Background: an optimization exercise with open tools, aiming at small area. Do not read the settings as production practice.

==> job 8018 <==
==> flow/design.v <==
module globe_core (
    input  wire         clk,
    input  wire         rst,               
    input  wire         connected,
    input  wire         cmd_valid,
    input  wire [31:0]  cmd,
    input  wire [31:0]  now,
    output wire         cmd_ready,         
    output reg          indicator,
    output wire [15:0]  pwm_duty,
    output reg          pwm_we,            
    output wire [239:0] leds,              
    output reg          led_flush,         
    output reg          begin_accepting    
);
    localparam [23:0] C_GREEN  = 24'h00FF00;
    localparam [23:0] C_BLUE   = 24'h0000FF;
    localparam [23:0] C_PURPLE = 24'hB400FF;
    localparam [23:0] C_YELLOW = 24'hFF9600;
    localparam [1:0] L_START = 2'd0, L_WAIT = 2'd1, L_CONN = 2'd2;
    localparam [1:0] K_BLACK = 2'd0, K_CUR = 2'd1, K_RED = 2'd2, K_AQUA = 2'd3;
    function e_of(input [7:0] p);
        begin
            case (p)
                8'b0_0000_010, 8'b0_0001_000, 8'b0_0001_011, 8'b0_0010_000, 8'b0_0010_011,
                8'b0_0011_001, 8'b0_0011_100, 8'b0_0100_010, 8'b0_0101_000, 8'b0_0101_011,
                8'b0_0110_000, 8'b0_0110_011, 8'b0_0111_001, 8'b0_0111_100, 8'b0_1000_010,
                8'b0_1001_000, 8'b0_1001_011, 8'b1_0000_001, 8'b1_0000_100, 8'b1_0001_001,
                8'b1_0001_011, 8'b1_0010_000, 8'b1_0010_011, 8'b1_0011_010, 8'b1_0100_001,
                8'b1_0100_100, 8'b1_0101_001, 8'b1_0101_011, 8'b1_0110_000, 8'b1_0110_011,
                8'b1_0111_010, 8'b1_1000_001, 8'b1_1000_100, 8'b1_1001_001, 8'b1_1001_011:
                    e_of = 1'b1;
                default: e_of = 1'b0;
            endcase
        end
    endfunction
    reg [1:0]  link_state;
    reg [23:0] cur_color;
    reg [6:0]  step_m1;       
    reg        duty_ramp;     
    reg        act;           
    reg        pend;          
    reg        ph;            
    reg [3:0]  rc;            
    reg [2:0]  rs;            
    reg [15:0] rduty;         
    reg [31:0] next_tick;     
    reg        ticked;        
    reg [19:0] cc;            
    reg        blue0;         
    wire [7:0] tag = cmd[31:24];
    wire [2:0] id  = cmd[10:8];
    wire       btn = (tag == 8'h02) && (cmd[15:11] == 5'd0);
    wire       pr  = cmd[0];
    wire conn_step = (link_state == L_CONN) && connected;
    assign cmd_ready = conn_step && cmd_valid;
    reg        ge;
    reg [31:0] now_q;
    reg        cy;
    integer b;
    always @* begin
        ge = 1'b1;
        cy = 1'b0;
        for (b = 0; b < 32; b = b + 1) begin
            ge = (now[b] & ~next_tick[b]) | ((now[b] | ~next_tick[b]) & ge);
            if (b < 9 && ((500 >> b) & 1)) begin
                now_q[b] = ~(now[b] ^ cy);
                cy = now[b] | cy;
            end else begin
                now_q[b] = now[b] ^ cy;
                cy = now[b] & cy;
            end
        end
    end
    wire tick = conn_step && (!ticked || ge);
    reg [15:0] radd;
    reg        ry;
    always @* begin
        ry = e_of({ph, rc, rs});
        for (b = 0; b < 16; b = b + 1) begin
            if ((655 >> b) & 1) begin
                radd[b] = ~(rduty[b] ^ ry);
                ry = rduty[b] | ry;
            end else begin
                radd[b] = rduty[b] ^ ry;
                ry = rduty[b] & ry;
            end
        end
    end
    reg [23:0] n_color;
    reg [6:0]  n_step;
    reg        n_dramp;
    reg        n_act, n_pend, n_ph;
    reg [3:0]  n_rc;
    reg [2:0]  n_rs;
    reg [15:0] n_rduty;
    reg [19:0] n_cc;
    reg        n_blue0;
    reg [1:0]  n_link;
    reg        n_we, n_flush, n_begin, n_ind;
    reg        fill;
    reg [1:0]  fcode;
    reg        rw;
    integer k;
    always @* begin
        n_color = cur_color;
        n_step  = step_m1;
        n_dramp = duty_ramp;
        n_act   = act;
        n_pend  = pend;
        n_ph    = ph;
        n_rc    = rc;
        n_rs    = rs;
        n_rduty = rduty;
        n_cc    = cc;
        n_blue0 = blue0;
        n_link  = link_state;
        n_we    = 1'b0;
        n_flush = 1'b0;
        n_begin = 1'b0;
        n_ind   = indicator;
        fill    = 1'b0;
        fcode   = K_CUR;
        rw      = 1'b0;
        case (link_state)
            L_START: begin
                n_cc[1:0] = K_BLACK;
                n_blue0 = 1'b0;
                n_flush = 1'b1;
                n_begin = 1'b1;
                n_link  = L_WAIT;
            end
            L_WAIT: if (connected) begin
                n_cc[1:0] = K_BLACK;
                n_blue0 = 1'b1;
                n_flush = 1'b1;
                n_link  = L_CONN;
            end
            L_CONN: if (!connected) begin
                n_cc[1:0] = K_BLACK;
                n_blue0 = 1'b0;
                n_flush = 1'b1;
                n_begin = 1'b1;
                n_link  = L_WAIT;
            end else begin
                if (cmd_valid) begin
                    n_ind = (tag == 8'h02) && pr;
                    if (tag == 8'h01) begin
                        n_color = cmd[23:0];
                        fill = 1'b1;
                    end else if (btn) begin
                        if (pr) begin
                            case (id)
                                3'd0: if (step_m1 != 7'd63) begin
                                    fill = 1'b1;
                                    n_step = step_m1 + 7'd1;
                                    n_dramp = 1'b0;
                                    n_we = 1'b1;
                                end
                                3'd1: if (step_m1 != 7'd127) begin
                                    fill = 1'b1;
                                    n_step = step_m1 - 7'd1;
                                    n_dramp = 1'b0;
                                    n_we = 1'b1;
                                end
                                3'd2: begin
                                    n_color = C_YELLOW;
                                    fill = 1'b1;
                                    n_step = 7'd127;
                                    n_dramp = 1'b0;
                                    n_we = 1'b1;
                                end
                                3'd3: begin
                                    n_color = C_YELLOW;
                                    fill = 1'b1;
                                    n_step = 7'd31;
                                    n_dramp = 1'b0;
                                    n_we = 1'b1;
                                end
                                3'd4: n_pend = 1'b1;
                                3'd5: begin n_color = C_GREEN;  fill = 1'b1; end
                                3'd6: begin n_color = C_BLUE;   fill = 1'b1; end
                                default: begin n_color = C_PURPLE; fill = 1'b1; end
                            endcase
                        end else if (id[2:1] == 2'd0) begin
                            fill = 1'b1;
                            fcode = K_RED;
                        end
                    end
                end
                if (tick && (n_pend || act)) begin
                    n_dramp = 1'b1;
                    n_we = 1'b1;
                    if (n_pend) begin
                        n_pend = 1'b0;
                        n_act = 1'b1;
                        n_ph = 1'b0;
                        n_rc = 4'd0;
                        n_rs = 3'd0;
                        n_rduty = 16'h7FFF;
                        fill = 1'b1;
                        fcode = K_AQUA;
                    end else if (ph && rc == 4'd15) begin
                        n_act = 1'b0;
                        n_rduty = 16'hFFFF;
                        fill = 1'b1;
                        fcode = K_CUR;
                    end else begin
                        rw = 1'b1;
                        if (!ph && rc == 4'd10) begin
                            n_rduty = 16'h0000;
                            n_ph = 1'b1;
                            n_rc = 4'd9;
                            n_rs = 3'd1;
                        end else begin
                            if (!ph && rc == 4'd0 && rs == 3'd0)
                                n_rduty = rduty;
                            else
                                n_rduty = radd;
                            if (rs == 3'd4) begin
                                n_rs = 3'd0;
                                n_rc = ph ? rc - 4'd1 : rc + 4'd1;
                            end else begin
                                n_rs = rs + 3'd1;
                            end
                        end
                    end
                end
                if (fill) begin
                    n_cc = {10{fcode}};
                    n_blue0 = 1'b0;
                end
                if (rw) begin
                    for (k = 0; k < 9; k = k + 1)
                        if (rc == k) n_cc[2*k +: 2] = ph ? K_AQUA : K_RED;
                    if (rc == 4'd9) n_cc[19:18] = ph ? K_AQUA : K_RED;
                    if (rc == 4'd10) n_cc[19:18] = K_AQUA;
                    if (rc == 4'd0) n_blue0 = 1'b0;
                end
            end
            default: ;
        endcase
    end
    always @(posedge clk)
        if (tick) next_tick <= now_q;
    always @(posedge clk) begin
        ph    <= n_ph;
        rc    <= n_rc;
        rs    <= n_rs;
        rduty <= n_rduty;
    end
    always @(posedge clk) begin
        if (rst) begin
            link_state      <= L_START;
            cur_color       <= C_PURPLE;
            step_m1         <= 7'd127;
            duty_ramp       <= 1'b0;
            act             <= 1'b0;
            pend            <= 1'b0;
            ticked          <= 1'b0;
            cc              <= {10{K_BLACK}};
            blue0           <= 1'b0;
            indicator       <= 1'b0;
            pwm_we          <= 1'b0;
            led_flush       <= 1'b0;
            begin_accepting <= 1'b0;
        end else begin
            link_state      <= n_link;
            cur_color       <= n_color;
            step_m1         <= n_step;
            duty_ramp       <= n_dramp;
            act             <= n_act;
            pend            <= n_pend;
            if (tick) ticked <= 1'b1;
            cc              <= n_cc;
            blue0           <= n_blue0;
            indicator       <= n_ind;
            pwm_we          <= n_we;
            led_flush       <= n_flush;
            begin_accepting <= n_begin;
        end
    end
    wire [15:0] step_duty = step_m1[6] ? 16'd0 : {step_m1[5:0], 10'h3FF};
    assign pwm_duty = duty_ramp ? rduty ^ {16{ph}} : step_duty;
    genvar g;
    generate
        for (g = 0; g < 10; g = g + 1) begin : g_cell
            wire [1:0] c = cc[2*g +: 2];
            wire is_cur  = (c == K_CUR);
            wire is_red  = (c == K_RED);
            wire is_aqua = (c == K_AQUA);
            wire is_blue = (g == 0) ? blue0 : 1'b0;
            assign leds[24*g +: 24] = ({24{is_cur}} & cur_color)
                                    | ({24{is_red}} & 24'hFF0000)
                                    | ({24{is_aqua}} & 24'h32FFFF)
                                    | ({24{is_blue}} & 24'h0000FF);
        end
    endgenerate
endmodule
==> flow/flow/run.sh <==
#!/bin/bash
# The standard layout, with two changes: the port buffers are the smallest
# buffer cell, and clock tree synthesis inserts no dummy loads and builds the
# tree from mid-size clock buffers.
set -euo pipefail
export BUFFER_PORTS_ARGS="-buffer_cell sky130_fd_sc_hd__buf_1"
export CTS_ARGS="-sink_clustering_enable -repair_clock_nets -dont_use_dummy_load -buf_list {sky130_fd_sc_hd__clkbuf_4 sky130_fd_sc_hd__clkbuf_8}"
bash standard.sh > standard.log 2>&1
==> flow/standard.sh <==
#!/bin/bash
# synth_recipe.tcl (not shown) runs the flow's synth.tcl, then flattens the netlist and writes it again
# the make line also repeats each setting of config.mk as NAME=value (left out here)
make -C /OpenROAD-flow-scripts/flow DESIGN_CONFIG=/design/flow/config.mk WORK_HOME=/design/flow/orfs CLKGATE_MAP_FILE= SYNTH_SCRIPT=/design/flow/synth_recipe.tcl "${@:-finish}"
==> flow/config.mk <==
export PLATFORM = sky130hd
export DESIGN_NAME = globe_core
export DESIGN_NICKNAME = globe_core
export VERILOG_FILES = /design/flow/design.v
export SDC_FILE = /design/flow/constraint.sdc
export NUM_CORES = 4
export LEC_CHECK = 0
export ABC_AREA = 1
export CAP_MARGIN = 20
export CORE_AREA = 5.52 5.44 134.32 133.28
export DIE_AREA = 0 0 139.84 138.72
export PLACE_DENSITY = 0.75
export SLEW_MARGIN = 20
==> flow/constraint.sdc <==
create_clock -name core_clock -period 20.0 [get_ports {clk}]
set_input_delay 4.0000 -clock core_clock [delete_from_list [all_inputs] [get_ports {clk}]]
set_output_delay 4.0000 -clock core_clock [all_outputs]
set_load 0.01 [all_outputs]
==> job 5147 (differences from job 8018) <==
==> flow/design.v, changed modules only <==
module globe_core (
    input  wire         clk,
    input  wire         rst,               
    input  wire         connected,
    input  wire         cmd_valid,
    input  wire [31:0]  cmd,
    input  wire [31:0]  now,
    output wire         cmd_ready,         
    output reg          indicator,
    output wire [15:0]  pwm_duty,
    output reg          pwm_we,            
    output wire [239:0] leds,              
    output reg          led_flush,         
    output reg          begin_accepting    
);
    localparam [23:0] C_GREEN  = 24'h00FF00;
    localparam [23:0] C_BLUE   = 24'h0000FF;
    localparam [23:0] C_PURPLE = 24'hB400FF;
    localparam [23:0] C_YELLOW = 24'hFF9600;
    localparam [1:0] L_START = 2'd0, L_WAIT = 2'd1, L_CONN = 2'd2;
    localparam [1:0] K_BLACK = 2'd0, K_CUR = 2'd1, K_RED = 2'd2, K_AQUA = 2'd3;
    function e_of(input [6:0] n);
        begin
            case (n)
                7'd2, 7'd5, 7'd8, 7'd10, 7'd13, 7'd16, 7'd19, 7'd22, 7'd25, 7'd28,
                7'd30, 7'd33, 7'd36, 7'd39, 7'd42, 7'd45, 7'd48, 7'd50, 7'd51, 7'd53,
                7'd56, 7'd59, 7'd62, 7'd65, 7'd68, 7'd71, 7'd73, 7'd76, 7'd79, 7'd82,
                7'd85, 7'd88, 7'd91, 7'd93, 7'd96, 7'd99: e_of = 1'b1;
                default: e_of = 1'b0;
            endcase
        end
    endfunction
    reg [1:0]  link_state;
    reg [23:0] cur_color;
    reg [6:0]  step_m1;       
    reg        duty_ramp;     
    reg        pend;          
    reg [6:0]  u;             
    reg [15:0] rduty;         
    reg [31:0] next_tick;     
    reg [19:0] cc;            
    reg        blue0;         
    wire [7:0] tag    = cmd[31:24];
    wire [2:0] id     = cmd[10:8];
    wire       btn    = (tag == 8'h02) && (cmd[15:11] == 5'd0);
    wire       pr     = cmd[0];
    wire conn_step = (link_state == L_CONN) && connected;
    wire disp      = conn_step && cmd_valid;
    assign cmd_ready = disp;
    wire gate = now >= next_tick;
    wire tick = conn_step && gate;
    reg [23:0] n_color;
    reg [6:0]  n_step;
    reg        n_dramp;
    reg        n_pend;
    reg [6:0]  n_u;
    reg [15:0] n_rduty;
    reg        rsub;
    reg [15:0] radd;
    reg [19:0] n_cc;
    reg        n_blue0;
    reg [1:0]  n_link;
    reg        n_we, n_flush, n_begin, n_ind;
    reg        fill;
    reg        rw;
    reg [1:0]  fcode;
    reg [6:0]  wn;
    reg [6:0]  wm;
    reg [3:0]  wk;
    integer k;
    always @* begin
        n_color = cur_color;
        n_step  = step_m1;
        n_dramp = duty_ramp;
        n_pend  = pend;
        n_u     = u;
        n_rduty = rduty;
        n_cc    = cc;
        n_blue0 = blue0;
        n_link  = link_state;
        n_we    = 1'b0;
        n_flush = 1'b0;
        n_begin = 1'b0;
        n_ind   = indicator;
        fill    = 1'b0;
        rw      = 1'b0;
        rsub    = 1'b0;
        radd    = 16'd0;
        fcode   = K_CUR;
        wn      = u + 7'd1;
        wm      = (wn < 7'd50) ? wn : 7'd99 - wn;
        wk      = wm / 7'd5;
        case (link_state)
            L_START: begin
                n_cc[1:0] = K_BLACK;
                n_blue0 = 1'b0;
                n_flush = 1'b1;
                n_begin = 1'b1;
                n_link  = L_WAIT;
            end
            L_WAIT: if (connected) begin
                n_cc[1:0] = K_BLACK;
                n_blue0 = 1'b1;
                n_flush = 1'b1;
                n_link  = L_CONN;
            end
            L_CONN: if (!connected) begin
                n_cc[1:0] = K_BLACK;
                n_blue0 = 1'b0;
                n_flush = 1'b1;
                n_begin = 1'b1;
                n_link  = L_WAIT;
            end else begin
                if (cmd_valid) begin
                    n_ind = (tag == 8'h02) && pr;
                    if (tag == 8'h01) begin
                        n_color = cmd[23:0];
                        fill = 1'b1;
                    end else if (btn) begin
                        if (pr) begin
                            case (id)
                                3'd0: if (step_m1 != 7'd63) begin
                                    fill = 1'b1;
                                    n_step = step_m1 + 7'd1;
                                    n_dramp = 1'b0;
                                    n_we = 1'b1;
                                end
                                3'd1: if (step_m1 != 7'd127) begin
                                    fill = 1'b1;
                                    n_step = step_m1 - 7'd1;
                                    n_dramp = 1'b0;
                                    n_we = 1'b1;
                                end
                                3'd2: begin
                                    n_color = C_YELLOW;
                                    fill = 1'b1;
                                    n_step = 7'd127;
                                    n_dramp = 1'b0;
                                    n_we = 1'b1;
                                end
                                3'd3: begin
                                    n_color = C_YELLOW;
                                    fill = 1'b1;
                                    n_step = 7'd31;
                                    n_dramp = 1'b0;
                                    n_we = 1'b1;
                                end
                                3'd4: n_pend = 1'b1;
                                3'd5: begin n_color = C_GREEN;  fill = 1'b1; end
                                3'd6: begin n_color = C_BLUE;   fill = 1'b1; end
                                default: begin n_color = C_PURPLE; fill = 1'b1; end
                            endcase
                        end else if (id[2:1] == 2'd0) begin
                            fill = 1'b1;
                            fcode = K_RED;
                        end
                    end
                end
                if (tick && (n_pend || u != 7'd100)) begin
                    n_dramp = 1'b1;
                    n_we = 1'b1;
                    if (n_pend) begin
                        n_pend = 1'b0;
                        n_u = 7'd127;
                        n_rduty = 16'd32767;
                        fill = 1'b1;
                        fcode = K_AQUA;
                    end else if (u == 7'd99) begin
                        n_u = 7'd100;
                        n_rduty = 16'd0;
                        fill = 1'b1;
                        fcode = K_CUR;
                    end else begin
                        n_u = wn;
                        rw = 1'b1;
                        rsub = wn > 7'd50;
                        radd = rduty + (16'd655 ^ {16{rsub}}) + {15'd0, e_of(wn) ^ rsub};
                        if (wn != 7'd0) n_rduty = radd;
                    end
                end
                if (fill) begin
                    n_cc = {10{fcode}};
                    n_blue0 = 1'b0;
                end
                if (rw) begin
                    for (k = 0; k < 10; k = k + 1)
                        if (wk == k) n_cc[2*k +: 2] = (wn < 7'd50) ? K_RED : K_AQUA;
                    if (wk == 4'd0) n_blue0 = 1'b0;
                end
            end
            default: ;
        endcase
    end
    always @(posedge clk) begin
        if (rst) begin
            link_state      <= L_START;
            cur_color       <= C_PURPLE;
            step_m1         <= 7'd127;
            duty_ramp       <= 1'b0;
            pend            <= 1'b0;
            u               <= 7'd100;
            rduty           <= 16'd0;
            next_tick       <= 32'd0;
            cc              <= {10{K_BLACK}};
            blue0           <= 1'b0;
            indicator       <= 1'b0;
            pwm_we          <= 1'b0;
            led_flush       <= 1'b0;
            begin_accepting <= 1'b0;
        end else begin
            link_state      <= n_link;
            cur_color       <= n_color;
            step_m1         <= n_step;
            duty_ramp       <= n_dramp;
            pend            <= n_pend;
            u               <= n_u;
            rduty           <= n_rduty;
            if (tick) next_tick <= now + 32'd500;
            cc              <= n_cc;
            blue0           <= n_blue0;
            indicator       <= n_ind;
            pwm_we          <= n_we;
            led_flush       <= n_flush;
            begin_accepting <= n_begin;
        end
    end
    wire [15:0] step_duty = step_m1[6] ? 16'd0 : {step_m1[5:0], 10'h3FF};
    assign pwm_duty = duty_ramp ? rduty : step_duty;
    genvar g;
    generate
        for (g = 0; g < 10; g = g + 1) begin : g_cell
            wire [1:0] c = cc[2*g +: 2];
            wire is_cur  = (c == K_CUR);
            wire is_red  = (c == K_RED);
            wire is_aqua = (c == K_AQUA);
            wire is_blue = (g == 0) ? blue0 : 1'b0;
            assign leds[24*g +: 24] = ({24{is_cur}} & cur_color)
                                    | ({24{is_red}} & 24'hFF0000)
                                    | ({24{is_aqua}} & 24'h32FFFF)
                                    | ({24{is_blue}} & 24'h0000FF);
        end
    endgenerate
endmodule
--- a/flow/config.mk
+++ b/flow/config.mk
@@ -7,7 +7,6 @@
 export LEC_CHECK = 0
 export ABC_AREA = 1
 export CAP_MARGIN = 20
-export CORE_AREA = 5.52 5.44 134.32 133.28
-export DIE_AREA = 0 0 139.84 138.72
-export PLACE_DENSITY = 0.75
+export CORE_MARGIN = 2
+export CORE_UTILIZATION = 60
 export SLEW_MARGIN = 20
==> flow_summary.json <==
{
  "final_util_pct": 70.5,
  "yosys.area_share.simple_pct": 22.2,
  "tightest_slew_ns": 1.16,
  "synth_most_common_cell": "a21oi_1",
  "outcome": "complete, no violations",
  "synthAdderAreaFrac_pct": 8.24,
  "skew_ns": 0.0278
}
The numbers above come from job 5147.

==> flow_summary.json <==
{
  "tightest_slew_ns": 1.10,
  "synthAdderAreaFrac_pct": 8.95,
  "outcome": "complete, no violations",
  "yosys.area_share.simple_pct": 18.8,
  "skew_ns": 0.0252,
  "synth_nets": 1360,
  "synth_most_common_cell": "nand2_1",
  "final_util_pct": 61.4
}
The numbers above come from job 8018.

No functional check of the RTL was part of any run of this note.

-- afterwards: timing with drivers on the ports --
The results above use ideal ports. As a check the final layouts listed here were re-extracted and re-timed, cells and wires unchanged. Step 1: set_driving_cell puts a clkbuf_16 on clk and a buf_2 on each other input, an assumption about the parent block. Step 2 times the ports against the registers' clock, not the clock port: input delays grow and output delays shrink by t, the midpoint of the rising clock arrivals with the driver on. Three values: ideal ports, drivers, drivers and shift; two values: the first two.
run | t (ns) | setup WS [ns] | worst data-port slew with drivers (ns) | pins driven straight from the clock port
job 8018 | 0.478 | 10.795 / 10.755 / 10.401 | 0.08 | 1
job 5147 | 0.470 | 10.852 / 10.827 / 10.827 | 0.10 | 1
After both steps every run listed still meets setup and hold. For job 8018, which loses most, drivers alone change the setup slack by -0.040 ns; drivers and shift together by -0.394 ns.
